This is an optimization exercise on Yosys and OpenROAD, whose aim is small area, not a production implementation. In this exercise RTL edits were held to simulation tests only and were not proved equivalent to the original. Power figures rest on the tool's default switching activity, not on a simulated workload.

==> design/flow/design.v <==
module wd1797_core (
    input  wire        clk,
    input  wire        rst,           
    input  wire [6:0]  init_track,    
    input  wire        tick,          
    input  wire        rd,
    input  wire        wr,
    input  wire [2:0]  addr,
    input  wire [7:0]  wdata,
    output reg  [7:0]  rdata,
    input  wire        ready_in,      
    output wire [6:0]  med_cyl,
    output wire        med_side,
    output wire [12:0] med_pos,
    input  wire [7:0]  med_byte,
    output wire        intrq,
    output wire        drq,
    output wire        busy,
    output wire        hld,
    output wire        hlt,
    output wire        index_pulse,
    output wire        tg43,
    output wire        dirc,
    output wire        track00
);
    localparam integer TRACK_LEN     = 7500;
    localparam integer SETTLE_T      = 1125;      
    localparam integer E_DELAY_T     = 563;       
    localparam integer HLT_DELAY_T   = 2250;      
    localparam integer HLD_IDLE_T    = 112500;    
    localparam integer DAM_WINDOW    = 43;
    localparam integer WRITE_GAP     = 22;
    localparam integer WRITE_MARK    = 16;
    localparam [4:0] P_IDLE      = 5'd0,
                     P_T1_STEP   = 5'd1,
                     P_T1_SETTLE = 5'd2,
                     P_T1_WAITHLT= 5'd3,
                     P_T1_VERIFY = 5'd4,
                     P_SEC_ID    = 5'd5,
                     P_RS_DAM    = 5'd6,
                     P_RA_SEARCH = 5'd7,
                     P_RS_DATA   = 5'd8,
                     P_RA_XFER   = 5'd9,
                     P_RT_XFER   = 5'd10,
                     P_RS_CRC    = 5'd11,
                     P_X_EDELAY  = 5'd12,
                     P_X_WAITHLT = 5'd13,
                     P_WS_GAP    = 5'd16,
                     P_WS_MARK   = 5'd17,
                     P_WS_DATA   = 5'd18,
                     P_WS_CRC    = 5'd19,
                     P_WT_XFER   = 5'd20;
    function [15:0] crc_step;
        input [15:0] c;
        input [7:0]  d;
        reg [7:0] x;
        begin
            x = c[15:8] ^ d;
            x = x ^ (x >> 4);
            crc_step = {c[7:0], 8'h00} ^ ({8'h00, x} << 12) ^ ({8'h00, x} << 5) ^ {8'h00, x};
        end
    endfunction
    localparam [15:0] CRC_FE = 16'hB230;
    localparam [15:0] CRC_FB = 16'hE295;
    localparam [15:0] CRC_F8 = 16'hD2F6;
    reg [7:0]  tr_q, sr_q, dr_q;
    reg        side_q;
    reg        ready_q;
    reg [4:0]  phase_q;
    reg        layout2_q;
    reg [7:0]  cmd_q;
    reg [3:0]  armed_q;
    reg        nf_q, crc_err_q, lost_q, rtype_q;    
    reg        drq_q, intrq_q;
    reg        hld_q, hlt_q;
    reg [11:0] t_hlt_q;
    reg [16:0] k_q;
    reg        f_q;
    reg        dir_q;
    reg        tg43_q;
    reg [6:0]  cur_trk_q;
    reg        ip_q;
    reg [12:0] rot_ptr_q;
    reg [15:0] crc_q;
    reg [3:0]  z_q;                 
    reg        am_found_q;
    reg [7:0]  idb0_q, idb2_q;
    reg        idb1z_q, idb1o_q;
    reg [2:0]  index_count_q;
    reg [7:0]  tr_n, sr_n, dr_n;
    reg        side_n;
    reg        ready_n;
    reg [4:0]  phase_n;
    reg        layout2_n;
    reg [7:0]  cmd_n;
    reg [3:0]  armed_n;
    reg        nf_n, crc_err_n, lost_n, rtype_n;
    reg        drq_n, intrq_n;
    reg        hld_n, hlt_n;
    reg [11:0] t_hlt_n;
    reg [16:0] k_n;
    reg        f_n;
    reg        dir_n;
    reg        tg43_n;
    reg [6:0]  cur_trk_n;
    reg        ip_n;
    reg [12:0] rot_ptr_n;
    reg [15:0] crc_n;
    reg [3:0]  z_n;
    reg        am_found_n;
    reg [7:0]  idb0_n, idb2_n;
    reg        idb1z_n, idb1o_n;
    reg [2:0]  index_count_n;
    wire       busy_q = (phase_q != P_IDLE);
    wire [1:0] f_rate = cmd_q[1:0];
    wire       f_V    = cmd_q[2];
    wire       f_u    = cmd_q[4];
    wire       f_m    = cmd_q[4];
    wire       f_b    = cmd_q[3];
    wire       f_a0   = cmd_q[0];
    wire c_restore = (cmd_q[6:4] == 3'b000);      
    wire c_seek    = (cmd_q[6:4] == 3'b001);      
    wire c_rsec    = (cmd_q[7:5] == 3'b100);
    wire c_wsec    = (cmd_q[7:5] == 3'b101);
    wire c_raddr   = (cmd_q[7:4] == 4'b1100);
    wire c_rtrk    = (cmd_q[7:4] == 4'b1110);
    wire c_wtrk    = (cmd_q[7:4] == 4'b1111);
    localparam [16:0] K_1 = 17'h00001;
    localparam [16:0] K_15 = 17'h07FFE;
    localparam [16:0] K_21 = 17'h1FF8F;
    localparam [16:0] K_42 = 17'h1C0FF;
    localparam [16:0] K_224 = 17'h0BB2B;
    localparam [16:0] K_449 = 17'h0A829;
    localparam [16:0] K_511 = 17'h0571D;
    localparam [16:0] K_562 = 17'h0EC7C;
    localparam [16:0] K_749 = 17'h06888;
    localparam [16:0] K_1124 = 17'h1B248;
    localparam [16:0] K_7499 = 17'h1E105;
    localparam [16:0] K_112499 = 17'h15800;
    localparam [11:0] H_2249 = 12'hA2E;
    function kat;
        input [16:0] k, m, v;
        kat = ((k & m) == v);
    endfunction
    wire k15   = kat(k_q, 17'h04000, 17'h04000);
    wire k21   = kat(k_q, 17'h10040, 17'h10000);
    wire k42   = kat(k_q, 17'h12400, 17'h10000);
    wire k224  = kat(k_q, 17'h1E000, 17'h0A000);
    wire k449  = kat(k_q, 17'h1F400, 17'h0A000);
    wire k511  = kat(k_q, 17'h1F900, 17'h05100);
    wire k562  = kat(k_q, 17'h1D888, 17'h0C808);
    wire k749  = kat(k_q, 17'h1DA80, 17'h04880);
    wire k1124 = kat(k_q, 17'h1F680, 17'h1B200);
    wire k7499 = kat(k_q, 17'h1BFE0, 17'h1A100);
    wire k0    = kat(k_q, 17'h1BF49, 17'h00000);
    wire [16:0] k_inc  = {k_q[15:0], ~(k_q[16] ^ k_q[13])};
    wire [16:0] cnt    = k_q;                        
    wire [16:0] c_inc  = f_q ? K_1 : k_inc;
    wire        k_last = kat(k_q, 17'h1FEFF, 17'h15800);
    wire        ix0 = !k_q[0];
    wire        ix1 = k_q[0] && !k_q[1];
    wire        ix2 = k_q[1] && !k_q[2];
    wire        ix3 = k_q[2] && !k_q[3];
    wire        ix5 = k_q[4] && !k_q[5];
    reg step_time;
    always @(*) begin
        case (f_rate)
            2'd0: step_time = k224;
            2'd1: step_time = k449;
            2'd2: step_time = k749;
            default: step_time = k1124;
        endcase
        step_time = step_time && !f_q;
    end
    wire [8:0] dmt  = {1'b0, dr_q} - {1'b0, tr_q};
    wire       d_eq = (dmt == 9'd0);
    wire       d_lt = dmt[8];
    wire       d_gt = !d_lt && !d_eq;
    wire       d_one = (dmt == 9'h001) || (dmt == 9'h1FF);
    wire        trk0 = (cur_trk_q == 7'd0);
    wire        det_zero = (med_byte == 8'h00);
    wire        z6       = z_q[3];
    wire        det_sync = (med_byte == 8'hA1) && z6 && !(z_q[1] && z_q[0]);
    wire        z_am     = z6 && z_q[1] && z_q[0];
    wire [3:0]  z_upd    = det_zero ? ((z6 || z_q[2] && z_q[0]) ? 4'b1000 : z_q + 4'd1) :
                           det_sync ? {2'b10, z_q[1:0] + 2'd1} : 4'd0;
    wire [7:0] status = layout2_q ?
        {~ready_q, 1'b0, rtype_q, nf_q, crc_err_q, lost_q, drq_q, busy_q} :
        {~ready_q, 1'b0, hld_q & hlt_q, nf_q & ~cmd_q[7], crc_err_q, trk0, ip_q, busy_q};
    always @(*) begin
        case (addr)
            3'd0:    rdata = status;
            3'd1:    rdata = tr_q;
            3'd2:    rdata = sr_q;
            3'd3:    rdata = dr_q;
            default: rdata = 8'h00;
        endcase
    end
    wire        wrap     = ((rot_ptr_q & 13'h1D4B) == 13'h1D4B);    
    wire [12:0] next_ptr = wrap ? 13'd0 : rot_ptr_q + 13'd1;
    assign med_cyl     = cur_trk_q;
    assign med_side    = side_q;
    assign med_pos     = next_ptr;
    assign intrq       = intrq_q;
    assign drq         = drq_q;
    assign busy        = busy_q;
    assign hld         = hld_q;
    assign hlt         = hlt_q;
    assign index_pulse = ip_q;
    assign tg43        = tg43_q;
    assign dirc        = dir_q;
    assign track00     = trk0;
    reg        ie;
    reg [7:0]  b;
    reg [7:0]  v;
    reg        moved;
    reg        id_done, id_ok;
    reg [7:0]  crc_in;
    reg        crc_upd;
    reg        finish;
    reg        up, cur_ok;
    reg [16:0] cnt_n;
    reg        t_zero;          
    always @(*) begin
        tr_n = tr_q; sr_n = sr_q; dr_n = dr_q;
        side_n = side_q; ready_n = ready_q;
        phase_n = phase_q;
        layout2_n = layout2_q; cmd_n = cmd_q;
        armed_n = armed_q;
        nf_n = nf_q; crc_err_n = crc_err_q;
        lost_n = lost_q; rtype_n = rtype_q;
        drq_n = drq_q; intrq_n = intrq_q;
        hld_n = hld_q; hlt_n = hlt_q; t_hlt_n = t_hlt_q;
        k_n = k_q; f_n = f_q;
        dir_n = dir_q; tg43_n = tg43_q; cur_trk_n = cur_trk_q;
        ip_n = ip_q; rot_ptr_n = rot_ptr_q;
        crc_n = crc_q; z_n = z_q; am_found_n = am_found_q;
        idb0_n = idb0_q; idb2_n = idb2_q; idb1z_n = idb1z_q; idb1o_n = idb1o_q;
        index_count_n = index_count_q;
        ie = 1'b0; b = med_byte; v = wdata;
        moved = 1'b0;
        id_done = 1'b0; id_ok = 1'b0;
        crc_in = b; crc_upd = 1'b0;
        finish = 1'b0;
        up = 1'b0; cur_ok = 1'b0;
        cnt_n = cnt;
        t_zero = 1'b0;
        if (wr) begin
            case (addr)
                3'd0: begin
                    if (v[7:4] == 4'hD) begin
                        intrq_n = 1'b0;
                        armed_n = v[3:0];
                        if (busy_q) begin
                            if (v[3:0] == 4'h0 || v[3]) begin
                                phase_n = P_IDLE;
                                drq_n = 1'b0;
                                if (!f_q) k_n = 17'd0;
                            end
                        end else begin
                            layout2_n = 1'b0;
                            drq_n = 1'b0;
                        end
                        if (v[3]) intrq_n = 1'b1;
                    end else if (!busy_q) begin
                        intrq_n = 1'b0;
                        drq_n = 1'b0;
                        nf_n = 1'b0; crc_err_n = 1'b0;
                        lost_n = 1'b0; rtype_n = 1'b0;
                        cmd_n = v;
                        layout2_n = v[7];
                        if (v[7] && !ready_q) begin
                            intrq_n = 1'b1;
                        end else begin
                            f_n = 1'b1;
                            if (!v[7]) begin
                                if (v[3]) begin
                                    if (!hld_q) begin
                                        hld_n = 1'b1; hlt_n = 1'b0; t_hlt_n = 12'd0;
                                    end
                                end else begin
                                    hld_n = 1'b0;
                                end
                                if (v[6:4] == 3'b000) dir_n = 1'b0;
                                else if (v[6:4] == 3'b001) begin
                                    if (d_gt) dir_n = 1'b1;
                                    else if (d_lt) dir_n = 1'b0;
                                end
                                else if (v[6:5] == 2'b10) dir_n = 1'b1;
                                else if (v[6:5] == 2'b11) dir_n = 1'b0;
                                phase_n = P_T1_STEP;
                            end else begin
                                side_n = v[1];
                                if (!hld_q) begin
                                    hld_n = 1'b1; hlt_n = 1'b0; t_hlt_n = 12'd0;
                                end
                                phase_n = v[2] ? P_X_EDELAY : P_X_WAITHLT;
                            end
                        end
                    end
                end
                3'd1: tr_n = v;
                3'd2: sr_n = v;
                3'd3: begin
                    dr_n = v;
                    if (c_wsec || c_wtrk) drq_n = 1'b0;
                end
                3'd4: side_n = v[0];
                default: ;
            endcase
        end else if (rd) begin
            if (addr == 3'd0) intrq_n = 1'b0;
            if (addr == 3'd3 && (c_rsec || c_raddr || c_rtrk))
                drq_n = 1'b0;
        end else if (ready_in != ready_q) begin
            ready_n = ready_in;
            if ((ready_in && armed_q[0]) || (!ready_in && armed_q[1])) begin
                intrq_n = 1'b1;
                if (busy_q) begin
                    phase_n = P_IDLE;
                    drq_n = 1'b0;
                    if (!f_q) k_n = 17'd0;
                end
            end
        end else if (tick) begin
            rot_ptr_n = next_ptr;
            ip_n = wrap;
            ie = wrap;
            if (hld_q && !hlt_q) begin
                if ((t_hlt_q & 12'hFBE) == 12'hA2E) begin
                    hlt_n = 1'b1;
                    t_hlt_n = 12'd0;
                end else begin
                    t_hlt_n = {t_hlt_q[10:0], ~(t_hlt_q[11] ^ t_hlt_q[10] ^ t_hlt_q[9] ^ t_hlt_q[3])};
                end
            end
            tg43_n = (tr_q > 8'd43);
            if (ie && armed_q[2]) begin
                intrq_n = 1'b1;
                if (busy_q) begin
                    phase_n = P_IDLE;
                    drq_n = 1'b0;
                    t_zero = !f_q;
                end
            end else if (busy_q) begin
                case (phase_q)
                    P_T1_STEP: begin
                        up = c_seek ? d_gt : dir_q;
                        cur_ok = up ? (c_seek ? (cur_trk_q < 7'd79) : (cur_trk_q != 7'd79)) : !trk0;
                        if (c_restore ? !trk0 : c_seek ? !d_eq : 1'b1) begin
                            if (step_time) begin
                                cnt_n = 17'd0;
                                dir_n = up;
                                if (cur_ok) cur_trk_n = up ? cur_trk_q + 7'd1 : cur_trk_q - 7'd1;
                                if (c_seek || (!c_restore && f_u && cur_ok))
                                    tr_n = up ? tr_q + 8'd1 : tr_q - 8'd1;
                            end else begin
                                cnt_n = c_inc;
                            end
                        end
                        if (c_restore) begin
                            moved = trk0 || (step_time && cur_trk_q == 7'd1);
                            if (moved) tr_n = 8'd0;
                        end else if (c_seek) begin
                            moved = d_eq || (step_time && d_one);
                        end else begin
                            moved = step_time;
                        end
                        if (moved) begin
                            if (f_V) begin
                                if (!hld_q) begin
                                    hld_n = 1'b1; hlt_n = 1'b0; t_hlt_n = 12'd0;
                                end
                                cnt_n = 17'd0;
                                phase_n = P_T1_SETTLE;
                            end else begin
                                finish = 1'b1;
                            end
                        end
                    end
                    P_T1_SETTLE: begin
                        if (k1124) begin
                            phase_n = P_T1_WAITHLT;
                        end else begin
                            cnt_n = c_inc;
                        end
                    end
                    P_T1_WAITHLT: begin
                        if (hlt_n) begin
                            z_n = 4'd0; am_found_n = 1'b0;
                            index_count_n = 3'd0;
                            phase_n = P_T1_VERIFY;
                        end
                    end
                    P_T1_VERIFY, P_SEC_ID: begin
                        if (!am_found_q) begin
                            z_n = z_upd;
                            if (b == 8'hFE && z_am) begin
                                am_found_n = 1'b1;
                                cnt_n = 17'd0;
                                crc_n = CRC_FE;
                            end
                        end else begin
                            cnt_n = c_inc;
                            if (ix0) idb0_n = b;
                            if (ix1) begin idb1z_n = (b == 8'h00); idb1o_n = (b == 8'h01); end
                            if (ix2) idb2_n = b;
                            if (ix3) begin
                                idb1z_n = idb1z_q && (f_b ? (b[1:0] == 2'd2) : (b[1:0] == 2'd1));
                                idb1o_n = idb1o_q && (f_b ? (b[1:0] == 2'd2) : (b[1:0] == 2'd1));
                            end
                            if (!ix5) crc_upd = 1'b1;
                            if (ix5) begin
                                am_found_n = 1'b0;
                                id_done = 1'b1;
                                id_ok = (crc_q == {b, 8'h00});
                            end
                        end
                        if (phase_q == P_T1_VERIFY) begin
                            if (id_done && idb0_q == tr_q) begin
                                if (id_ok) begin
                                    finish = 1'b1;
                                    moved = 1'b1;
                                end else begin
                                    crc_err_n = 1'b1;
                                end
                            end
                        end else begin
                            if (id_done && idb0_q == tr_q && (side_q ? idb1o_q : idb1z_q) &&
                                idb2_q == sr_q) begin
                                if (id_ok) begin
                                    cnt_n = 17'd0;
                                    if (c_rsec) begin
                                        z_n = 4'd0;
                                        phase_n = P_RS_DAM;
                                    end else begin
                                        drq_n = 1'b1;
                                        phase_n = P_WS_GAP;
                                    end
                                    moved = 1'b1;
                                end else begin
                                    crc_err_n = 1'b1;
                                end
                            end
                        end
                    end
                    P_RS_DAM: begin
                        cnt_n = c_inc;
                        z_n = z_upd;
                        if (z_am && (b == 8'hFB || b == 8'hF8)) begin
                            rtype_n = (b == 8'hF8);
                            crc_n = (b == 8'hF8) ? CRC_F8 : CRC_FB;
                            cnt_n = 17'd0;
                            phase_n = P_RS_DATA;
                            moved = 1'b1;
                        end else if (k42) begin
                            am_found_n = 1'b0;
                            z_n = 4'd0;
                            phase_n = P_SEC_ID;
                            moved = 1'b1;
                        end
                    end
                    P_RS_DATA: begin
                        if (drq_q) lost_n = 1'b1;
                        dr_n = b;
                        drq_n = 1'b1;
                        crc_upd = 1'b1;
                        cnt_n = c_inc;
                        if (k511) begin
                            cnt_n = 17'd0;
                            phase_n = P_RS_CRC;
                        end
                    end
                    P_RS_CRC: begin
                        cnt_n = c_inc;
                        if (!cnt[0]) begin
                            crc_upd = 1'b1;
                        end else begin
                            if (crc_q != {b, 8'h00}) begin
                                crc_err_n = 1'b1;
                                finish = 1'b1;
                            end else if (f_m && sr_q < 8'd9) begin
                                sr_n = sr_q + 8'd1;
                                z_n = 4'd0; am_found_n = 1'b0;
                                index_count_n = 3'd0;
                                phase_n = P_SEC_ID;
                            end else begin
                                finish = 1'b1;
                            end
                        end
                    end
                    P_WS_GAP: begin
                        cnt_n = c_inc;
                        if (k21) begin
                            if (drq_q) begin
                                lost_n = 1'b1;
                                drq_n = 1'b0;
                                finish = 1'b1;
                            end else begin
                                cnt_n = 17'd0;
                                phase_n = P_WS_MARK;
                            end
                        end
                    end
                    P_WS_MARK: begin
                        cnt_n = c_inc;
                        if (k15) begin
                            crc_n = f_a0 ? CRC_F8 : CRC_FB;
                            cnt_n = 17'd0;
                            phase_n = P_WS_DATA;
                        end
                    end
                    P_WS_DATA: begin
                        if (drq_q) begin
                            lost_n = 1'b1;
                            crc_in = 8'h00;
                        end else begin
                            crc_in = dr_q;
                        end
                        crc_upd = 1'b1;
                        cnt_n = c_inc;
                        if (!k511) begin
                            drq_n = 1'b1;
                        end else begin
                            drq_n = 1'b0;
                            cnt_n = 17'd0;
                            phase_n = P_WS_CRC;
                        end
                    end
                    P_WS_CRC: begin
                        cnt_n = c_inc;
                        if (cnt[0]) begin
                            if (f_m && sr_q < 8'd9) begin
                                sr_n = sr_q + 8'd1;
                                z_n = 4'd0; am_found_n = 1'b0;
                                index_count_n = 3'd0;
                                phase_n = P_SEC_ID;
                            end else begin
                                finish = 1'b1;
                            end
                        end
                    end
                    P_X_EDELAY: begin
                        if (!f_q && k562) begin
                            phase_n = P_X_WAITHLT;
                        end else begin
                            cnt_n = c_inc;
                        end
                    end
                    P_X_WAITHLT: begin
                        if (hlt_n) begin
                            cnt_n = 17'd0;
                            if (c_rsec || c_wsec) begin
                                z_n = 4'd0; am_found_n = 1'b0;
                                index_count_n = 3'd0;
                                phase_n = P_SEC_ID;
                            end else if (c_raddr) begin
                                z_n = 4'd0; am_found_n = 1'b0;
                                index_count_n = 3'd0;
                                phase_n = P_RA_SEARCH;
                            end else if (c_rtrk) begin
                                phase_n = P_RT_XFER;
                            end else begin
                                drq_n = 1'b1;
                                phase_n = P_WT_XFER;
                            end
                        end
                    end
                    P_RA_SEARCH: begin
                        z_n = z_upd;
                        if (b == 8'hFE && z_am) begin
                            crc_n = CRC_FE;
                            cnt_n = 17'd0;
                            phase_n = P_RA_XFER;
                            moved = 1'b1;
                        end
                    end
                    P_RA_XFER: begin
                        if (drq_q) lost_n = 1'b1;
                        dr_n = b;
                        drq_n = 1'b1;
                        if (ix0) idb0_n = b;
                        cnt_n = c_inc;
                        if (!ix5) crc_upd = 1'b1;
                        if (ix5) begin
                            if (crc_q != {b, 8'h00}) crc_err_n = 1'b1;
                            sr_n = idb0_q;
                            finish = 1'b1;
                        end
                    end
                    P_RT_XFER: begin
                        if (drq_q) lost_n = 1'b1;
                        dr_n = b;
                        drq_n = 1'b1;
                        cnt_n = c_inc;
                        if (k7499) finish = 1'b1;
                    end
                    P_WT_XFER: begin
                        if (k0 && drq_q) begin
                            lost_n = 1'b1;
                            drq_n = 1'b0;
                            finish = 1'b1;
                        end else begin
                            if (drq_q) lost_n = 1'b1;
                            cnt_n = c_inc;
                            if (!k7499) begin
                                drq_n = 1'b1;
                            end else begin
                                drq_n = 1'b0;
                                finish = 1'b1;
                            end
                        end
                    end
                    default: ;
                endcase
                if (crc_upd) crc_n = crc_step(crc_q, crc_in);
                if ((phase_q == P_T1_VERIFY || phase_q == P_SEC_ID ||
                     phase_q == P_RS_DAM || phase_q == P_RA_SEARCH) && !moved && ie) begin
                    index_count_n = index_count_q + 3'd1;
                    if (index_count_q == 3'd4) begin
                        nf_n = 1'b1;
                        finish = 1'b1;
                    end
                end
                if (finish) begin
                    phase_n = P_IDLE;
                    intrq_n = 1'b1;
                    t_zero = 1'b1;
                end
            end
            f_n = 1'b0;
            if (phase_n != P_IDLE) begin
                k_n = cnt_n;
            end else if (t_zero) begin
                k_n = {16'd0, hld_n};
            end else if (hld_n) begin
                if (k_last) begin
                    hld_n = 1'b0;
                    k_n = 17'd0;
                end else begin
                    k_n = k_inc;
                end
            end
        end
    end
    always @(posedge clk) begin
        if (rst) begin
            tr_q <= 8'd0; sr_q <= 8'd0; dr_q <= 8'd0;
            side_q <= 1'b0;
            ready_q <= ready_in;
            phase_q <= P_IDLE;
            layout2_q <= 1'b0;
            armed_q <= 4'd0;
            nf_q <= 1'b0; crc_err_q <= 1'b0;
            lost_q <= 1'b0; rtype_q <= 1'b0;
            drq_q <= 1'b0; intrq_q <= 1'b0;
            hld_q <= 1'b0; hlt_q <= 1'b0;
            k_q <= 17'd0;
            dir_q <= 1'b0; tg43_q <= 1'b0;
            cur_trk_q <= init_track;
            ip_q <= 1'b0;
            rot_ptr_q <= 13'd0;
            cmd_q <= 8'd0; t_hlt_q <= 12'd0; f_q <= 1'b0; crc_q <= 16'd0; z_q <= 4'd0; am_found_q <= 1'b0;
            idb0_q <= 8'd0; idb2_q <= 8'd0; idb1z_q <= 1'b0; idb1o_q <= 1'b0;  index_count_q <= 3'd0;
        end else begin
            cmd_q <= cmd_n;
            t_hlt_q <= t_hlt_n;
            f_q <= f_n;
            crc_q <= crc_n; z_q <= z_n; am_found_q <= am_found_n;
            idb0_q <= idb0_n; idb2_q <= idb2_n; idb1z_q <= idb1z_n; idb1o_q <= idb1o_n;
            index_count_q <= index_count_n;
            tr_q <= tr_n; sr_q <= sr_n; dr_q <= dr_n;
            side_q <= side_n;
            ready_q <= ready_n;
            phase_q <= phase_n;
            layout2_q <= layout2_n;
            armed_q <= armed_n;
            nf_q <= nf_n; crc_err_q <= crc_err_n;
            lost_q <= lost_n; rtype_q <= rtype_n;
            drq_q <= drq_n; intrq_q <= intrq_n;
            hld_q <= hld_n; hlt_q <= hlt_n;
            k_q <= k_n;
            dir_q <= dir_n; tg43_q <= tg43_n;
            cur_trk_q <= cur_trk_n;
            ip_q <= ip_n;
            rot_ptr_q <= rot_ptr_n;
        end
    end
endmodule
==> design/flow/flow/run.sh <==
#!/bin/bash
# Standard ORFS flow with three changes:
#  1. the combinational logic of the standard synthesis is re-mapped for area
#     by ABC (flow/resyn.tcl); registers stay the very same cell instances;
#  2. ports are buffered with the smallest buffer (buf_1);
#  3. CTS does not add dummy loads to the clock tree.
set -euo pipefail
R=orfs/results/${FLOW_PLATFORM}/wd1797_core/base
bash standard.sh synth > 1_standard_synth.log 2>&1
cp $R/1_2_yosys.v standard_synth.v
RESYN_IN=$PWD/standard_synth.v RESYN_OUT=$PWD/$R/1_2_yosys.v \
RESYN_SCRIPT=$PWD/flow/area.abc RESYN_STUBS=$PWD/flow/seq_stubs.v \
  yosys -c flow/resyn.tcl > 2_resyn_yosys.log 2>&1
rm -f $R/1_synth.odb $R/1_synth.sdc
bash standard.sh GPL_TIMING_DRIVEN=0 \
  BUFFER_PORTS_ARGS="-buffer_cell sky130_fd_sc_hd__buf_1" \
  CTS_ARGS="-sink_clustering_enable -repair_clock_nets -dont_use_dummy_load -buf_list sky130_fd_sc_hd__clkbuf_16 -sink_clustering_size 30 -sink_clustering_max_diameter 100" \
  finish > 3_standard_finish.log 2>&1
==> design/flow/flow/area.abc <==
strash
&get -n
&st
&dch -f
&nf -R 1000
&put
mfs2 -a
strash
&get -n
&st
&dch -f
&nf -R 1000
&put
==> design/flow/flow/resyn.tcl <==
# Re-map the combinational logic of the standard synthesis netlist for area.
# Flip-flops stay the very same cell instances (same names, same cell types).
yosys -import
set lib $::env(FLOW_HOME)/platforms/sky130hd/lib/sky130_fd_sc_hd__tt_025C_1v80.lib
set in  $::env(RESYN_IN)
set out $::env(RESYN_OUT)
set script $::env(RESYN_SCRIPT)
set seq {sky130_fd_sc_hd__dfxtp_1 sky130_fd_sc_hd__dfxtp_2 sky130_fd_sc_hd__dfxtp_4 sky130_fd_sc_hd__edfxtp_1}
# every sequential cell of the netlist must be one of the stubbed ones
foreach c [split [exec grep -o {sky130_fd_sc_hd__[a-z0-9_]*} $in | sort -u] "\n"] {
  if {[regexp {__(df[a-z]*p|edf[a-z]*|dl[xr][a-z]*|dlclkp|sdf[a-z]*|sedf[a-z]*)_} $c] && [lsearch $seq $c] < 0} { error "unexpected sequential cell $c" }
}
read_liberty -ignore_miss_func $lib
foreach c $seq { delete $c }
read_verilog -lib $::env(RESYN_STUBS)
read_verilog $in
hierarchy -top $::env(FLOW_TOP)
flatten -noscopeinfo
# the cell models' internal wire names must not name nets of the design
yosys rename -hide w:*.*
opt_clean -purge
abc -script $script -liberty $lib -dont_use *lpflow* -dont_use *probe*
opt_clean -purge
# swap the cell models for plain liberty blackboxes before checking/writing
delete sky130_fd_sc_hd__*
read_liberty -lib $lib
hilomap -singleton -hicell sky130_fd_sc_hd__conb_1 HI -locell sky130_fd_sc_hd__conb_1 LO
insbuf -buf sky130_fd_sc_hd__buf_4 A X
splitnets
opt_clean -purge
stat -liberty $lib
check -assert
write_verilog -noattr -nohex -nodec $out
==> design/flow/flow/seq_stubs.v <==
(* blackbox *) module sky130_fd_sc_hd__dfxtp_1 (input CLK, input D, output Q); endmodule
(* blackbox *) module sky130_fd_sc_hd__dfxtp_2 (input CLK, input D, output Q); endmodule
(* blackbox *) module sky130_fd_sc_hd__dfxtp_4 (input CLK, input D, output Q); endmodule
(* blackbox *) module sky130_fd_sc_hd__edfxtp_1 (input CLK, input D, input DE, output Q); endmodule
==> design/flow/standard.sh <==
#!/bin/bash
# synth_recipe.tcl (not shown) runs the flow's synth.tcl, then flattens the netlist and writes it again
# the make line also repeats each setting of config.mk as NAME=value (left out here)
make -C /OpenROAD-flow-scripts/flow DESIGN_CONFIG=/design/flow/config.mk WORK_HOME=/design/flow/orfs CLKGATE_MAP_FILE= SYNTH_SCRIPT=/design/flow/synth_recipe.tcl "${@:-finish}"
==> design/flow/config.mk <==
export PLATFORM = sky130hd
export DESIGN_NAME = wd1797_core
export DESIGN_NICKNAME = wd1797_core
export VERILOG_FILES = /design/flow/design.v
export SDC_FILE = /design/flow/constraint.sdc
export NUM_CORES = 4
export LEC_CHECK = 0
export CAP_MARGIN = 20
export CORE_MARGIN = 2
export CORE_UTILIZATION = 40
export SLEW_MARGIN = 20
==> design/flow/constraint.sdc <==
create_clock -name core_clock -period 10.0 [get_ports {clk}]
set_input_delay 2.0000 -clock core_clock [delete_from_list [all_inputs] [get_ports {clk}]]
set_output_delay 2.0000 -clock core_clock [all_outputs]
set_load 0.01 [all_outputs]
==> results.txt, run 1 <==
The flow ran to the end and the layout has no timing, DRC or antenna violations. TritonCTS built the clock tree. In this design, the critical path's most frequently occurring cell is nand2_1.

Setup violations remaining at the end of the flow were counted as 0. The count of max-cap constraint violations is 0, and the setup clock skew after layout is 22.9 ps. The path category of the worst min-delay check is flop to flop. Register clock-pin slew on the reported worst setup and hold paths: 60 ps. The setup slack after placement is 3880 ps, and the placeable core region is 0.0236 mm^2. In the final routed layout, each cell accounts on average for 20.8 um. For the starting utilization of the core area, the log shows 0.409. The clock net in this run drives a total of 146 sinks.

The setup slack after layout is 4180 ps, and the global router's overall resource usage is 0.280. The sum of negative setup slack was 0 ps. The number of I/O pins came out at 70. The data arrival time of the worst path was 6140 ps.

At the later pin of the worst-skew pair, clock insertion delay measures 440 ps. Setup repair after global routing left no endpoint under its margin. The initial antenna violation count is 0, and the via count of the first global-routing pass is 9814. The run gives 0 as the antenna violation net count after detailed routing. The total die area was 0.0254 mm^2. The final max-slew violation count was 0.

STA puts the critical path data required time at 10320 ps. For this run, the top clock speed supported by timing is 0.172 GHz. For the synthesis warning total, the log shows 1. The setup path with the least slack is of type primary input to flop. STA classifies the critical path startpoint as a primary input.

The floorplan has 56 rows. The logs give 1459 for the number of nets in the layout and 0 for the number of diodes. The startpoint of the worst hold path was armed_q[1]. The tools report the wire length of the first global-routing pass as 56500 um. The number of gates given a new drive strength after cts is 0, and the highest net fanout along the worst path is 12.

Synthesis produced a netlist with a net count of 1365. From left edge to right edge, the die measures 159 um. Buffers placed on the I/O ports in this run total 69. The share of layout cells above drive strength 1 is 0.0211.

The post-route clock period utilization came out at 0.582. The signal on the critical path passes through buf_1, xnor2_1, nand4_1, or4_1, nor3_1, o21ai_0, nand2_1, nand2_1, nor3_1, or2_0, nand2_1, or2_0, a22oi_1, nor4_1, a22o_1. STA classifies the critical path endpoint as a flop. The library cell used most frequently in the layout, excluding fill and tap cells, is nor2_1. The transition at the pin with the smallest max-transition slack was 1100 ps; the maximum number of pins on one net before global-route repair was 41.

The top cell types in the final layout, fill and taps aside, are 210 x nor2_1, 147 x nand2_1, 138 x dfxtp_1. The run gives 0 as the total global routing overflow. Subtracting the final worst setup slack from the clock period gives 5820 ps. The longest clock path from root to sink contains 2 buffers. The congestion estimate from routability-driven global placement came to 0.964. Largest stage delay on the critical path: 770 ps. The logs give 4 for the deepest level of the CTS H-tree and 6 for the number of optimization iterations in the first detailed-route pass. The run gives 10800 as the total via count after detailed routing. Dividing total power by cell area gives a power density of 125 mW/mm^2. The area growth from synthesis to layout is 12.5%. The leakage power summed over all cells came out at 0.00380 uW.

After clock tree synthesis, the setup repair step added 0 buffers. The die boundary height came out at 159 um. After detailed routing, the total wire length is 36200 um. Synthesized area: 0.00966 mm^2.

The logs give 0 for the number of failing hold endpoints at the final stage and 0 for the residual DRC count. Buffers inserted to repair hold after CTS numbered 0. Tracing the worst setup path back leads to its startpoint at med_byte[1]. The critical-path cell with the highest stage delay is nor3_1. The run gives 1333 as the number of standard cells after synthesis. The root buffer cell chosen for the clock tree is clkbuf_16.

Max-slew headroom at the worst pin: 0.268. Using the TritonRoute via totals, the vias-per-cell ratio works out to 6.20. Clock tree synthesis inserted a total of 17 buffers.

The wire-length estimate of the detail-placed layout is 27200 um. The worst-case vdd ir drop is 0.0748 mV. Post-synthesis area per instance: 7.25 um^2. The startpoint of the worst-slack reg-to-reg timing path was tr_q[0]. The starting DRC count in detailed routing is 1341.
## metal layers
layer / GRT usage / routed length [um] / vias to the layer above
met2: 0.448 / 16400 / 470
met5: 0 / 0 / -
met1: 0.383 / 16000 / 5147
met3: 0.0563 / 2990 / 64
li1: - / - / 5132
met4: 0.0806 / 862 / 0
## worst paths after layout
kind	end	slack, ps	depth (start not counted)
worst max-delay path	k_q[5]	4180	15
worst min-delay path	armed_q[1]	460	2
worst max register to register	tr_q[5]	4910	20
worst min register to register	armed_q[1]	460	2
## report_power, final
group	switching (uW)	total (uW)	internal [uW]	leakage [uW]
clock	233	527	294	0.000209
sequential	30.1	630	600	0.00120
combinational	132	202	70.1	0.00240
total	394	1360	965	0.00380
## sequential cells by signal (all words and copies together) (netlist names), 3 cells and up
signal	cells
t_hlt_q	12
crc_q	16
rot_ptr_q	13
idb0_q	8
cur_trk_q	7
phase_q	5
dr_q	8
index_count_q	3
idb2_q	8
k_q	17
sr_q	8
armed_q	3
tr_q	8
cmd_q	8
z_q	4
## stage by stage
stage / area (um^2) / hold WS [ps] / instances / utilization / total power (uW)
2_1_floorplan: 9660 / 426 / 1333 / - / 757
3_5_place_dp: 10400 / 446 / 1727 / 0.442 / 839
6_report: 10900 / 460 / 1744 / 0.460 / 1360
3_3_place_gp: 10300 / 445 / 1721 / 0.437 / 834
4_1_cts: 10900 / 456 / 1744 / 0.460 / 1360
5_1_grt: 10900 / 488 / 1744 / 0.460 / 1410
## area by class of cell
class	instances	area, um^2
fill	2509	12700
multi-input combinational	1167	6610
sequential	146	3000
clock buffer	17	425
tap	319	399
timing repair buffer	75	359
inverter	20	75.1
## worst max-delay path: cells and delay by family
family,cells,cell delay (ps)
and+or+nand+nor,10,2790
AOI/OAI and AO/OA,3,620
buffers and inverters,1,540
xor gates and xnor gates,1,190
==> run 2: changes to the inputs <==
--- a/design/flow/flow/run.sh
+++ b/design/flow/flow/run.sh
@@ -15,4 +15,4 @@
 bash standard.sh GPL_TIMING_DRIVEN=0 \
   BUFFER_PORTS_ARGS="-buffer_cell sky130_fd_sc_hd__buf_1" \
-  CTS_ARGS="-sink_clustering_enable -repair_clock_nets -dont_use_dummy_load -buf_list sky130_fd_sc_hd__clkbuf_16 -sink_clustering_size 30 -sink_clustering_max_diameter 100" \
+  CTS_ARGS="-sink_clustering_enable -repair_clock_nets -dont_use_dummy_load -buf_list sky130_fd_sc_hd__clkbuf_8 -sink_clustering_size 20 -sink_clustering_max_diameter 80" \
   finish > 3_standard_finish.log 2>&1
==> results.txt, run 2 <==
The worst path in the final design needs a cycle of 5860 ps, including I/O delays and setup. The data arrival time of the worst path came out at 3860 ps. Compared with the post-synthesis result, the final layout area differs by 10.5%. The instance count along the most critical hold path is 2, and the max-slew headroom at the worst pin is 0.269.

The tools report the startpoint of the worst-slack reg-to-reg timing path as tr_q[0]. In this run, post-CTS hold repair placed 0 buffers. The tools report the endpoint kind of the worst setup timing path as an output port. The worst hold path terminates at armed_q[1].

Counting along the longest clock path gives a buffer depth of 2. In the final routed layout, each cell accounts on average for 20.8 um. Counting flops per register, the top entry is k_q. The wire length of the first global-routing pass was 56400 um. For this run the aggregate overflow at the end of global routing stands at 0. The final standard cell utilization of the core was 0.452; the number of sinks handled by clock tree synthesis was 146. After detailed routing, the number of vias per cell comes to 6.20.

The sequential share of power was 0.528; the post-route cell area was 0.0107 mm^2. In this run the worst path has a maximum fanout of 27. The tools report the total via count after detailed routing as 10800. The worst hold path begins at armed_q[1].

The die is 159 um tall. The run gives 0 as the number of failing hold endpoints at the final stage. The first routing iteration left 1299 violations. The worst setup path is launched from a flop.

At the pin with the least slew margin, the transition time is 1100 ps. The via count of the first global-routing pass was 9730; the largest stage delay on the critical path was 770 ps. The register with the most flip-flops in the layout has 17 of them. Power spread over the standard cell area amounts to 112 mW/mm^2. 70 I/O pins were placed.

The tools report the initial antenna violation count as 0. The starting utilization of the core area is 0.409. The cell area that synthesis handed to floorplanning was 0.00966 mm^2.

The congestion estimate from routability-driven global placement came to 0.964. In the final layout, the registers with the most flip-flops are k_q (17), crc_q (16), rot_ptr_q (13). 0 antenna diodes ended up in the layout.

TritonCTS built the clock tree. Buffers placed on the I/O ports in this run total 69. Post-route clock period utilization: 0.586. The floorplan step defined a die boundary enclosing 0.0254 mm^2.

The die is 159 um wide. The critical-path cell with the highest stage delay was nor3_1. Clock network fraction of design power: 0.302.

After layout, the design draws a total of 1190 uW. The global router's overall resource usage is 0.278, and the register clock-pin slew on the reported worst setup and hold paths is 80 ps. For the final max-slew violation count, the log shows 0. The run gives 17 as the number of buffers inserted during clock tree synthesis. The switching share of total power came out at 0.312. The signal on the critical path passes through or3_1, nor3_1, clkinv_1, a222oi_1, a21oi_1, buf_1. The tool flagged a number of max-cap violations equal to 0. The internal power summed over all cells was 819 uW; the worst endpoint required time was 8000 ps. Summed over all cells, the static leakage comes to 0.00372 uW. The clock tree synthesis step divided the H-tree into 4 levels.

The library cell used most frequently in the layout, excluding fill and tap cells, is nor2_1. After the last flow step, the layout net total stands at 1459. The HPWL after detailed placement was 27200 um.

The number of cells on the worst reg-to-reg path is 20. The synthesis warning total was 1. The endpoint identified for the worst register-to-register timing path is tr_q[5]. The flow ran to the end and the layout has no timing, DRC or antenna violations. The min-delay analysis places its worst path in the category flop to flop.

The share of layout cells above drive strength 1 is 0.0211. For this design the total switching power over the nets is 372 uW. Kind of critical path: flop to output port. The instance area after placement was 0.0104 mm^2. The core region is 0.0236 mm^2. The worst register-to-register path has a setup slack of 4860 ps. After detailed routing, the number of remaining DRC violations is 0.

Synthesis produced 1333 cells. Setup repair after global routing left no endpoint under its margin. The number of gates given a new drive strength after cts was 0; the number of optimization iterations in the first detailed-route pass was 10.

Entering global routing, the biggest net connects 41 pins. After routing, the total negative slack on setup checks comes to 0 ps. In the layout the commonest cells are 210 x nor2_1, 147 x nand2_1, 138 x dfxtp_1.

After floorplanning, the core was divided into 56 placement rows. For the number of buffers inserted by post-CTS setup repair, the log shows 0. At the later pin of the worst-skew pair, clock insertion delay measures 480 ps. The fill cell total of the finished layout was 2531. Wires add up to 36200 um.

The run gives 0 as the number of endpoints failing setup at the final stage. The antenna violation net count after detailed routing came out at 0. Combinational power share: 0.170. The root buffer cell chosen for the clock tree is clkbuf_8.

For the synthesized net count, the log shows 1365. The worst-case IR drop observed on VDD is 0.0635 mV. For the upper clock frequency limit, the log shows 0.171 GHz. In this run the mean area of a mapped cell was 7.25 um^2.

The worst path meets setup with 4140 ps of slack. Before CTS, the worst setup slack after placement is 3880 ps. The run gives 36.3 ps as the setup clock skew after layout.
-- run 2: cell count changes in the layout (fill, tap and decap cells not counted) --
cell       before  now
clkbuf_8        0   17
clkbuf_16      17    0
-- run 2: layer usage --
layer / vias to the layer above / GRT usage / routed length, um / part of all wire
met2: 505 / 0.445 / 16500 / 0.46
met4: 0 / 0.0657 / 614 / 0.017
met5: - / 0 / 0 / 0
met1: 5134 / 0.388 / 16200 / 0.45
met3: 45 / 0.0521 / 2900 / 0.080
li1: 5124 / - / - / -
-- run 2: final cells by class --
type | instances | area (um^2) | share of cell area
flip-flops and latches | 146 | 3000 | 0.281
multi-input cells | 1167 | 6610 | 0.619
inverters | 20 | 75.1 | 0.00703
repair buffers | 75 | 359 | 0.0336
clock buffers | 17 | 234 | 0.0219
well taps | 319 | 399 | 0.0374
-- run 2: worst max-delay path: cells and delay by family, from the launching register on --
family	cells	cell delay (ps)
AOI/OAI and AO/OA	2	620
buffers and inverters	2	870
DFF	1	610
and+or+nand+nor	2	1290
-- run 2: worst max-delay path by stage --
stage	from	end	slack, ps
finish	phase_q[2]	rdata[0]	4140
global route	med_byte[1]	k_q[2]	3830
CTS	phase_q[2]	rdata[0]	4250
detailed placement	med_byte[1]	k_q[5]	3880
global placement	rst	k_q[2]	1220
floorplan	med_byte[7]	k_q[13]	5110
-- run 2: through the flow --
stage                     hold WS (ps)  cells
after floorplan                    426   1333
after global placement             445   1721
after detailed placement           446   1727
after CTS                          459   1744
after global routing               492   1744
final                              462   1744
-- run 2: power by group through the flow --
stage,Combinational [uW],Clock (uW),Sequential (uW)
5_1_grt,222,391,631
4_1_cts,198,369,628
3_3_place_gp,193,0,641
3_5_place_dp,198,0,641
2_1_floorplan,126,0,631
6_report,202,360,629
==> run 3: changes to the inputs <==
==> design/flow/flow/run.sh (replaced) <==
#!/bin/bash
# Standard ORFS flow with these changes:
#  1. the combinational logic of the standard synthesis is re-synthesized
#     (ABC &deepsyn, three random seeds in parallel, the smallest result is
#     kept) and re-mapped for area by flow/resyn.tcl; the registers stay the
#     very same cell instances (names and cell types) as the standard
#     synthesis made them;
#  2. ports are buffered with the smallest buffer (buf_1);
#  3. global placement is not timing-driven (it only added buffers);
#  4. CTS does not add dummy loads and uses clkbuf_8 clock buffers.
set -euo pipefail
R=orfs/results/${FLOW_PLATFORM}/wd1797_core/base
bash standard.sh synth > 1_standard_synth.log 2>&1
cp $R/1_2_yosys.v standard_synth.v
for s in 1 2 3; do
  sed "s/SEED/$s/" flow/area.abc > area_seed$s.abc
  RESYN_IN=$PWD/standard_synth.v RESYN_OUT=$PWD/resyn_seed$s.v \
  RESYN_SCRIPT=$PWD/area_seed$s.abc RESYN_STUBS=$PWD/flow/seq_stubs.v \
    yosys -c flow/resyn.tcl > 2_resyn_yosys_seed$s.log 2>&1 &
done
wait
best=""; best_area=""
for s in 1 2 3; do
  if [[ -s resyn_seed$s.v ]]; then
    a=$(grep "Chip area" 2_resyn_yosys_seed$s.log | tail -1 | awk '{print $NF}')
    if [[ -z "$best" ]] || awk "BEGIN{exit !($a < $best_area)}"; then best=$s; best_area=$a; fi
  fi
done
[[ -n "$best" ]]
echo "kept seed $best, area $best_area" > 2_resyn_choice.log
cp resyn_seed$best.v $R/1_2_yosys.v
rm -f $R/1_synth.odb $R/1_synth.sdc
bash standard.sh \
  GPL_TIMING_DRIVEN=0 \
  BUFFER_PORTS_ARGS="-buffer_cell sky130_fd_sc_hd__buf_1" \
  CTS_ARGS="-sink_clustering_enable -repair_clock_nets -dont_use_dummy_load -buf_list sky130_fd_sc_hd__clkbuf_8" \
  finish > 3_standard_finish.log 2>&1
==> design/flow/flow/area.abc (replaced) <==
strash
&get -n
&deepsyn -T 600 -S SEED
&dch -f
&nf -R 1000
&put
mfs2 -a
strash
&get -n
&st
&dch -f
&nf -R 1000
&put
==> results.txt, run 3 <==
Compared with the post-synthesis result, the final layout area differs by 10.8%. Entering global routing, the biggest net connects 35 pins. Traced cell by cell, the critical path runs through buf_1, xnor2_1, nand3_1, a211o_1, nor4_1, nand3_1, and2_0, a21oi_1, nor4_1, a211oi_1, nand2_1, nor3_1, nand2b_1, o211ai_1, buf_4, a22o_1. In this run the critical register-to-register path is captured at k_q[2]. The run gives 0.0212 mm^2 as the total die area. TritonCTS built the clock tree.

For the wire length of the first global-routing pass, the log shows 42000 um. The largest registers in the layout are k_q (17), crc_q (16), rot_ptr_q (13). Instance area after placement: 0.00864 mm^2. The tools report the number of I/O pins as 70. The logs give 0.409 for the starting utilization of the core area and 7431 for the via count of the first global-routing pass.

Each instance of the synthesized netlist takes up on average 8.17 um^2. Across all register-to-register paths, the minimum setup slack is 4610 ps. Max-cap violations in this run came to 0.

Path category of the worst min-delay check: flop to flop. Initial antenna violation count: 0. In this run the vertical extent of the chip is 146 um. After detailed routing, the average wire length per cell comes to 19.8 um. Broken down by cell family, the worst path's largest delay share belongs to simple AND/OR/NAND/NOR gates. Max-slew headroom at the worst pin: 0.327.

The number of buffers inserted by post-CTS setup repair was 0. The congestion estimate from routability-driven global placement came to 0.958. For this run the aggregate overflow at the end of global routing stands at 0. The library cells used most frequently in the layout, excluding fill and tap cells, are 138 x dfxtp_1, 99 x nand2_1, 97 x nor2_1. The filler cells instantiated in the layout total 2032. The most frequent standard cell in the layout excluding fill and tap cells is dfxtp_1.

At the pin with the least slew margin, the transition time is 1000 ps. The worst path in the final design needs a cycle of 6750 ps, including I/O delays and setup. The total power divided by cell area is 123 mW/mm^2. Total of hold buffers inserted after clock tree synthesis: 0.

The final max-slew violation count was 0. The tools report the site row count as 51. In this run the tool buffered the top-level ports with 69 buffer cells. For the placeable core region, the log shows 0.0196 mm^2. The clock reaches the later pin of the worst-skew pair after 470 ps. The number of flip-flops under the largest register name was 17; the synthesis warning total was 1.

Total via count after detailed routing: 8119. The logic depth of the worst register-to-register path was 15. The synthesized area was 0.00801 mm^2. Kind of critical path: primary input to flop. For the final database, setup skew stands at 45.2 ps. For the number of sinks handled by clock tree synthesis, the log shows 146.

The worst-case vdd ir drop is 0.0800 mV, and the number of buffers inserted during clock tree synthesis is 17. The instance count along the most critical hold path was 1; the largest stage delay on the critical path was 820 ps. Summed over all layers, the routed wires come to 26400 um.

The H-tree was split into 4 levels. For the upper clock frequency limit, the log shows 0.148 GHz. The most critical setup path has its startpoint at med_byte[0]. Measured along the x axis, the die boundary spans 146 um.

STA classifies the critical path endpoint as a flop. The logs give 0 for the residual DRC count and 0.00308 uW for the leakage power summed over all cells. The clock passes through at most 2 buffers. Counting both buffers and inverters, the worst setup path holds a total of 2. The post-route clock period utilization is 0.675, and the data arrival time of the worst path is 7130 ps. The slowest stage of the critical path belongs to the cell nor4_1. The antenna violation net count after detailed routing is 0, and the logic depth of the worst setup path including buffers is 16.

For the number of nets in the layout, the log shows 1103. The finished cells cover 0.00888 mm^2. The run finished with no timing, DRC or antenna violations. Synthesis handed over a netlist of 981 instances. The sum of negative setup slack is 0 ps.

The number of optimization iterations in the first detailed-route pass came out at 10. For the number of gates given a new drive strength after cts, the log shows 0. CTS placed an instance of clkbuf_8 at the clock tree root.

The post-route total power came out at 1090 uW. After the first detailed-routing iteration, the DRC count stood at 713. Counting flops per register, the top entry is k_q. The tools report the endpoint of the most critical setup path as k_q[2]. Setup violations remaining at the end of the flow were counted as 0. The worst register-to-register path begins at crc_q[2].

The share of layout cells above drive strength 1 is 0.0215, and the worst endpoint required time is 10370 ps. STA classifies the critical path startpoint as a primary input. The tools report the number of failing hold endpoints at the final stage as 0. The global router's overall resource usage was 0.248. 0 antenna diodes ended up in the layout.

Setup repair after global routing left no endpoint under its margin. After clock tree synthesis, the clock-pin slew on the worst setup and hold paths is 70 ps. The ratio of routed vias to standard cells was 6.09; the HPWL after detailed placement was 19400 um. The number of nets handed over by synthesis was 1013. In this run the worst path has a maximum fanout of 11.
==> run 3: layout make-up <==
| cell class | count | area, um^2 | share of cell area |
|---|---|---|---|
| clock buffers | 17 | 234 | 0.0264 |
| flip-flops and latches | 146 | 3000 | 0.338 |
| repair buffers | 71 | 288 | 0.0324 |
| well taps | 265 | 332 | 0.0374 |
| multi-input cells | 806 | 4910 | 0.553 |
| inverters | 29 | 109 | 0.0123 |
==> run 3: metal layers <==
layer / wire, um / global-route usage / vias up / share of wire
met2: 11900 / 0.393 / 345 / 0.45
met5: 0 / 0 / - / 0
met1: 12200 / 0.349 / 3835 / 0.46
li1: - / - / 3902 / -
met4: 415 / 0.0569 / 0 / 0.016
met3: 1860 / 0.0486 / 37 / 0.071
==> run 3: stage by stage <==
stage / utilization / instances / hold WS [ps] / worst slack, ps
after floorplan: - / 981 / 433 / 4670
after global placement: 0.439 / 1315 / 456 / 2860
after detailed placement: 0.441 / 1317 / 463 / 2950
after CTS: 0.453 / 1334 / 477 / 3400
after global routing: 0.453 / 1334 / 503 / 2870
final: 0.453 / 1334 / 472 / 3250
==> run 3: worst min path at each step <==
stage | from | endpoint | slack (ps)
2_1_floorplan | lost_q | lost_q | 430
3_3_place_gp | t_hlt_q[0] | t_hlt_q[1] | 460
3_5_place_dp | t_hlt_q[6] | t_hlt_q[7] | 460
4_1_cts | t_hlt_q[0] | t_hlt_q[1] | 480
5_1_grt | t_hlt_q[0] | t_hlt_q[1] | 500
6_report | t_hlt_q[0] | t_hlt_q[1] | 470
==> run 3: power by group <==
part           internal [uW]  switching [uW]  total [uW]
clock network            150             208         357
registers                596            15.7         611
logic                   40.7            78.8         119
==> run 4: changes to the inputs <==
--- a/design/flow/flow/run.sh
+++ b/design/flow/flow/run.sh
@@ -2,5 +2,5 @@
 # Standard ORFS flow with these changes:
 #  1. the combinational logic of the standard synthesis is re-synthesized
-#     (ABC &deepsyn, three random seeds in parallel, the smallest result is
+#     (ABC &deepsyn, eight random seeds, four at a time, the smallest result is
 #     kept) and re-mapped for area by flow/resyn.tcl; the registers stay the
 #     very same cell instances (names and cell types) as the standard
@@ -13,13 +13,15 @@
 bash standard.sh synth > 1_standard_synth.log 2>&1
 cp $R/1_2_yosys.v standard_synth.v
-for s in 1 2 3; do
-  sed "s/SEED/$s/" flow/area.abc > area_seed$s.abc
-  RESYN_IN=$PWD/standard_synth.v RESYN_OUT=$PWD/resyn_seed$s.v \
-  RESYN_SCRIPT=$PWD/area_seed$s.abc RESYN_STUBS=$PWD/flow/seq_stubs.v \
-    yosys -c flow/resyn.tcl > 2_resyn_yosys_seed$s.log 2>&1 &
+for batch in "1 2 3 4" "5 6 7 8"; do
+  for s in $batch; do
+    sed "s/SEED/$s/" flow/area.abc > area_seed$s.abc
+    RESYN_IN=$PWD/standard_synth.v RESYN_OUT=$PWD/resyn_seed$s.v \
+    RESYN_SCRIPT=$PWD/area_seed$s.abc RESYN_STUBS=$PWD/flow/seq_stubs.v \
+      yosys -c flow/resyn.tcl > 2_resyn_yosys_seed$s.log 2>&1 &
+  done
+  wait
 done
-wait
 best=""; best_area=""
-for s in 1 2 3; do
+for s in 1 2 3 4 5 6 7 8; do
   if [[ -s resyn_seed$s.v ]]; then
     a=$(grep "Chip area" 2_resyn_yosys_seed$s.log | tail -1 | awk '{print $NF}')
==> design/flow/flow/area.abc (replaced) <==
strash
&get -n
&deepsyn -T 300 -S SEED
&dch -f
&nf -R 1000
&put
mfs2 -a
strash
&get -n
&st
&dch -f
&nf -R 1000
&put
==> results.txt, run 4 <==
The run finished with no timing, DRC or antenna violations. 70 I/O pins were placed. Starting utilization of the core area: 0.411. The tools report the worst endpoint required time as 10380 ps. The initial antenna violation count is 0, and the clock network latency to the later pin of the worst-skew pair is 480 ps. Entering global routing, the biggest net connects 27 pins. The horizontal die dimension was 146 um.

Via count of the first global-routing pass: 7536. Setup violations remaining at the end of the flow were counted as 0. Once detail routing completed, the nets flagged for antenna violations numbered 0.

k_q holds more flip-flops than any other register. The tools report the site row count as 51. Global routing finished with a remaining overflow of 0. After routing, the total negative slack on setup checks comes to 0 ps.

The logs give 0.456 for the final standard cell utilization of the core and 0 for the final max-slew violation count. The detailed router placed 8265 vias in this run. Setup repair after global routing left no endpoint under its margin. The largest registers in the layout are k_q (17), crc_q (16), rot_ptr_q (13). The number of clock buffers added by TritonCTS is 17.

Summing every instance area after synthesis gives 0.00808 mm^2. The starting DRC count in detailed routing was 775. The global router's overall resource usage was 0.253.

The share of layout cells above drive strength 1 came out at 0.0227. Area added between synthesis and finish: 10.9%. The library cell used most frequently in the layout, excluding fill and tap cells, is dfxtp_1. The cell sitting at the root of the clock tree is a clkbuf_8.

The largest buffer count on any clock path was 2. After detailed placement, the design holds a cell count of 1348. The sort of element at the start of the critical path was a primary input. The critical-path cell with the highest stage delay is a31oi_1. The count of cells in the finished layout, fillers not included, comes to 1365.

The tools report the upper clock frequency limit as 0.153 GHz. The post-route clock period utilization came out at 0.654. The net count of the finished layout is 1134.

The highest net fanout along the worst path is 11. The shortest period the worst path allows is 6540 ps. The critical path is of the primary input to flop type. In this run, post-CTS repair resized a total of 0 instances. The max-slew headroom at the worst pin is 0.274. In this run the worst hold path is classified as flop to flop.

For the count of max-cap constraint violations, the log shows 0. In the routed layout, each cell is associated on average with a via count of 6.05. STA classifies the critical path endpoint as a flop. The routed length per instance came out at 20.2 um. The number of hold buffers added after CTS was 0. Family with the most delay on the worst path: simple AND/OR/NAND/NOR gates. The number of buffers inserted by post-CTS setup repair is 0. TritonCTS built the clock tree. For the pin with the worst max-slew slack, the measured transition is 1090 ps.

The region available for standard cell placement spans 0.0197 mm^2. After synthesis, the mean cell area works out to 7.98 um^2. On the final layout, the worst clock skew is 40.0 ps. In this run the power density over the cells is 121 mW/mm^2.

The pre-antenna-repair detailed-routing pass consisted of 6 iterations. The wire-length estimate of the detail-placed layout is 20300 um. The synthesis warning total came out at 1.

Routability-driven placement finished with a final weighted congestion of 0.944. Largest stage delay on the critical path: 750 ps. Once layout is done, the placed cells without fillers occupy 0.00896 mm^2.

The tools report the number of standard cells after synthesis as 1012. Wires add up to 27600 um. Summed over all cells, the static leakage comes to 0.00305 uW. The repair_antennas step left the layout with diodes totalling 0. The die boundary height is 146 um. The worst path buffer plus inverter count is 2, and the count of port buffers added during placement is 69. The number of sinks handled by clock tree synthesis was 146.

The H-tree was split into 4 levels. In this run the cell area measured after placement is 0.00871 mm^2. The worst slack on hold paths is 485 ps. The wire length of the first global-routing pass was 42700 um; the data arrival time of the worst path was 6910 ps. The number of failing hold endpoints at the final stage is 0. After clock tree synthesis, the clock-pin slew on the worst setup and hold paths is 70 ps. The residual DRC count was 0. The library cells used most frequently in the layout, excluding fill and tap cells, are 138 x dfxtp_1, 125 x nand2_1, 107 x nor2_1.

The critical path goes through buf_1, xor2_1, a221oi_1, o211ai_1, or3_1, nand2b_1, or3_1, nand4_1, o21ai_0, or4_1, a21oi_1, and3_1, a21oi_1, nor2_1, clkinv_1, a31oi_1, a22o_1. The number of flip-flops under the largest register name is 17, and the synthesized net count is 1044. For the total die area, the log shows 0.0213 mm^2. Worst-case vdd ir drop: 0.0768 mV.
==> run 4: cell type report <==
cell class / instances / area [um^2]
Inverter: 27 / 101
Clock buffer: 17 / 234
Sequential cell: 146 / 3000
Multi-Input combinational cell: 839 / 4990
Fill cell: 2061 / 10700
Tap cell: 265 / 332
Timing Repair Buffer: 71 / 295
==> run 4: report_power, final <==
group	internal [uW]	total [uW]	leakage, uW	switching (uW)
logic	38.0	117	0.00174	78.6
registers	595	610	0.00119	14.9
clock network	150	354	0.000122	205
total	782	1080	0.00305	298
==> run 4: through the flow <==
| stage | total power, uW | setup WS (ps) |
|---|---|---|
| 6_report | 1080 | 3460 |
| 3_3_place_gp | 735 | 2510 |
| 2_1_floorplan | 686 | 4470 |
| 3_5_place_dp | 737 | 3060 |
| 5_1_grt | 1120 | 3130 |
| 4_1_cts | 1080 | 3520 |
==> run 4: path summary, 6_finish.rpt <==
check,slack (ps),from,cells past startpoint,endpoint
max,3460,med_byte[0],17,k_q[1]
max reg2reg,4400,tr_q[1],22,tr_q[5]
min,480,armed_q[0],1,armed_q[0]
min reg2reg,480,armed_q[0],1,armed_q[0]
==> run 4: per-layer routing <==
layer / vias to the layer above / track usage / share of wire
li1: 4008 / - / -
met1: 3859 / 0.355 / 0.46
met2: 357 / 0.392 / 0.45
met3: 41 / 0.0444 / 0.072
met4: 0 / 0.0879 / 0.022
met5: - / 0 / 0

separate check: timing with driven ports:
Ports are ideal in the flow. The routed layouts listed here were re-timed in OpenROAD. Step 1: set_driving_cell puts a clkbuf_16 on clk and a buf_2 on each other input, an assumption about the parent block. Step 2 moves the port delays by t, midway between the first and last clock arrival at a register: inputs arrive t later, outputs are due t later. That takes back most of the time a late clock gives input paths. Slacks: no drivers / after step 1 / after step 2; pairs: no drivers / after step 1.
| run | t, ns | slack for setup (ns) | hold WS [ns] | slew at the worst register clock pin (ns) |
|---|---|---|---|---|
| run 1 | 0.474 | 4.175 / 4.158 / 3.723 | 0.460 / 0.460 / 0.460 | 0.07 / 0.07 |
| run 2 | 0.502 | 4.142 / 4.097 / 3.774 | 0.462 / 0.462 / 0.462 | 0.10 / 0.10 |
| run 3 | 0.494 | 3.247 / 3.269 / 2.775 | 0.472 / 0.472 / 0.472 | 0.10 / 0.10 |
| run 4 | 0.499 | 3.465 / 3.481 / 2.982 | 0.485 / 0.485 / 0.485 | 0.09 / 0.09 |
After both steps setup and hold are still met in every run listed. For run 4, which loses most, drivers alone change the setup slack by +0.016 ns; drivers and shift together by -0.483 ns.
